This design comes from an exercise in tuning for small area, a short achievable clock period and few clock cycles per item on the open sky130 flow, not from production work.
Where RTL was checked, it was by simulation tests only, not by an equivalence proof against the original.

==> flow/design.v (excerpt) <==
module amf_rx (
    input  wire        clk,
    input  wire        rst,
    input  wire        in_valid,
    output wire        in_ready,
    input  wire [31:0] sample,
    output reg         frm_valid,
    output wire [63:0] frm_payload,
    output reg         frm_crc_ok
);
Size in the first run: about 5100 cells after synthesis, ~34000 um2 of cells after synthesis.
export LEC_CHECK = 0
export ABC_AREA = 1
export CAP_MARGIN = 20
export CORE_MARGIN = 2
export CORE_UTILIZATION = 40
export SLEW_MARGIN = 20
create_clock -name core_clock -period 35.0 [get_ports {clk}]
standard.sh (not shown) runs the stock make flow with config.mk's settings and CLKGATE_MAP_FILE= SYNTH_SCRIPT=/design/flow/synth_recipe.tcl, a recipe that flattens the netlist after the stock synthesis.
==> flow/flow/run.sh <==
#!/bin/bash
# The standard layout, with repair_timing asked for extra setup slack so
# that the gates on the filter loop are sized for speed.  The SDC (clock
# period, I/O delays) is the standard flow's own and is not touched.
set -euo pipefail
export SETUP_SLACK_MARGIN=27

bash standard.sh > standard.log 2>&1
The first run passed the timing, design-rule and antenna checks.
Rerun with:
==> flow/flow/run.sh (replaced) <==
#!/bin/bash
# The standard layout, with repair_timing asked for extra setup slack so
# that the gates on the filter loop are sized for speed, and allowed to pick
# any drive strength (not only cells of the same footprint).  The SDC (clock
# period, I/O delays) is the standard flow's own and is not touched.
set -euo pipefail
export SETUP_SLACK_MARGIN=24
export MAKEFLAGS="MATCH_CELL_FOOTPRINT=0"
bash standard.sh > standard.log 2>&1
What happened:
- The new run ran to the end with no violations
- non-clock buffer count drops by 266
- core utilization drops by 6.3 points
- die area does not change
- design area drops by roughly a tenth
- global-route usage drops by 1.5 points
- wire length drops by a little under a tenth
- synthesized area stays the same
- worst setup slack loses 820 ps
- hold slack loses 17 ps
Rerun with:
==> flow/flow/run.sh (replaced) <==
#!/bin/bash
# The standard layout, with repair_timing asked for extra setup slack so
# that the gates on the filter loop are sized for speed.  The SDC (clock
# period, I/O delays) is the standard flow's own and is not touched.
set -euo pipefail
export SETUP_SLACK_MARGIN=22
bash standard.sh > standard.log 2>&1
CAP_MARGIN = 70   (was 20)
SLEW_MARGIN = 70   (was 20)
What happened: Fmax goes down by 12%; hold slack gains 9.2 ps; cell area decreases by about 1.4%; wire length came out lower by about 1.7%; die area stays the same; cell count fell by about 0.8%; non-clock buffer count goes down by 42; area after synthesis stays the same; setup slack is worse by 1400 ps.
Rerun with:
--- a/flow/flow/run.sh
+++ b/flow/flow/run.sh
@@ -5,3 +5,3 @@
 set -euo pipefail
-export SETUP_SLACK_MARGIN=22
+export SETUP_SLACK_MARGIN=24
 bash standard.sh > standard.log 2>&1
CAP_MARGIN = 20   (was 70)
SLEW_MARGIN = 20   (was 70)
The changed run completed without violations. Area after synthesis is unchanged. Count of clock-buffer cells in the layout is unchanged. Die area does not change. Final cell count is higher by 0.77%.
No functional check of the RTL was part of any run of this note.

rev 12:
amf_rx, a different RTL version from the one above (not shown whole).
Size in the first run: roughly 4400 cells after synthesis, about 100 I/O pins, ~34000 um^2 of cells after synthesis.
## amf_rx
module amf_rx (
    input  wire        clk,
    input  wire        rst,
    input  wire        in_valid,
    output wire        in_ready,
    input  wire [31:0] sample,
    output reg         frm_valid,
    output wire [63:0] frm_payload,
    output reg         frm_crc_ok
);
Settings: LEC_CHECK=0, ABC_AREA=0, CAP_MARGIN=20, CORE_MARGIN=2, CORE_UTILIZATION=40, SLEW_MARGIN=20; clock period 35.0 ns.
==> flow/flow/run.sh <==
#!/bin/bash
# The standard layout, with repair_timing asked for extra setup slack so
# that the gates on the filter loop are sized for speed.  The SDC (clock
# period, I/O delays) is the standard flow's own and is not touched.
set -euo pipefail
export SETUP_SLACK_MARGIN=26
bash standard.sh > standard.log 2>&1
Rev 12 finished every step from synthesis to the final layout, and the layout passed the timing, design-rule and antenna checks.
Testbench counts of rev 12, summed over its fixed seeds: cycles 882,746, items 882,746.
For rev 13, these inputs were changed with respect to rev 12:
Settings: changing CORE_UTILIZATION from 40 to 30; changing ABC_AREA from 0 to 1.
==> flow/flow/run.sh <==
#!/bin/bash
# The standard layout, with two changes to how it is made:
#  - Yosys's synth runs without its early ABC pass (SYNTH_ARGS=-noabc), so
#    that the full adders are found before the logic is remapped and do not
#    need inverters around them; the final ABC mapping is unchanged;
#  - repair_timing is asked for extra setup slack so that the gates on the
#    filter loop are sized for speed.
# The SDC (clock period, I/O delays) is the standard flow's own and is not touched.
set -euo pipefail
export SETUP_SLACK_MARGIN=26
export MAKEFLAGS="SYNTH_ARGS=-noabc"
bash standard.sh > standard.log 2>&1
Results
Summary of rev 13 over rev 12: critical path buffer and inverter count moved down; register-to-register setup slack moved up; register fraction of the total cell area moved up.
On buffer share of cell area: between rev 12 and rev 13, it ends up higher for rev 12.
Relative to rev 12, detailed-route via count has gone down in rev 13.

## run 5
Another version of the RTL of amf_rx (not shown whole).
Size in the first run: ~220 flip-flops, about 37000 sq um of cells after synthesis.
Settings: LEC_CHECK=0, ABC_AREA=1, CAP_MARGIN=20, CORE_MARGIN=2, CORE_UTILIZATION=40, SLEW_MARGIN=20; clock period 35.0 ns.
==> flow/flow/run.sh <==
#!/bin/bash
# The standard layout, with repair_timing asked for extra setup slack so
# that the gates on the filter loop are sized for speed.  The SDC (clock
# period, I/O delays) is the standard flow's own and is not touched.
set -euo pipefail
export SETUP_SLACK_MARGIN=22
bash standard.sh > standard.log 2>&1
Run 5 reached the final stage; the timing, design-rule and antenna checks on its layout passed.
diff inputs: run 5 => run 2
Settings: CAP_MARGIN now 70, was 20; SLEW_MARGIN now 70, was 20.
==> flow/run.sh (new file) <==
#!/bin/bash
# synth_recipe.tcl (not shown) runs the flow's synth.tcl, then flattens the netlist and writes it again
# the make line also repeats each setting of config.mk as NAME=value (left out here)
make -C /OpenROAD-flow-scripts/flow DESIGN_CONFIG=/design/flow/config.mk WORK_HOME=/design/flow/orfs CLKGATE_MAP_FILE= SYNTH_SCRIPT=/design/flow/synth_recipe.tcl finish
removed: flow/flow/run.sh
removed: flow/standard.sh
[summary]
- Compared run 2 against run 5; global-route track usage on met3 within noise.
- The minimum clock period after layout number comes out lower for run 5 vs run 2.
- Of run 5 and run 2, the run reporting the lower count of cell instances traversed by the critical path was run 2.
- Run 2 against run 5: clock latency of the later-clocked register in the worst-skew pair was more or less identical; signed area change from the synthesized netlist to the final layout went up by 1.5 points.
No functional check of the RTL was part of any run of this note.

-- port drivers added, routing unchanged --
No port has a modelled driver above. Below, the same layouts with a new extraction and two added sets of constraints. Step 1 assumes that a clkbuf_16 drives the clock port and a buf_2 every other input. Step 2, shift: input delay + t, output delay - t, t = (earliest + latest rising clock arrival at the registers) / 2. This alone moves slack from input paths to output paths. a / b / c = ideal / step 1 / step 2; a / b = the first two.
run | shift t [ns] | slack for setup (ns) | hold WS [ns]
the first run of note 1 | 0.660 | 25.316 / 25.316 / 25.316 | 0.466 / 0.466 / 0.466
the second run of note 1 | 0.648 | 24.496 / 24.496 / 24.496 | 0.450 / 0.450 / 0.450
the third run of note 1 | 0.637 | 23.117 / 23.117 / 23.117 | 0.459 / 0.459 / 0.459
the fourth run of note 1 | 0.648 | 24.496 / 24.496 / 24.496 | 0.450 / 0.450 / 0.450
rev 12 | 0.620 | 25.576 / 25.576 / 25.076 | 0.438 / 0.438 / 0.438
rev 13 | 0.659 | 26.108 / 26.138 / 25.479 | 0.403 / 0.403 / 0.403
run 5 | 0.645 | 22.783 / 22.783 / 22.783 | 0.404 / 0.404 / 0.404
run 2 | 0.652 | 22.110 / 22.110 / 22.110 | 0.404 / 0.404 / 0.404
After both steps setup and hold are still met in every run listed. The setup slack of rev 13, which loses most, moves by +0.030 ns with the drivers and by -0.629 ns with both steps.
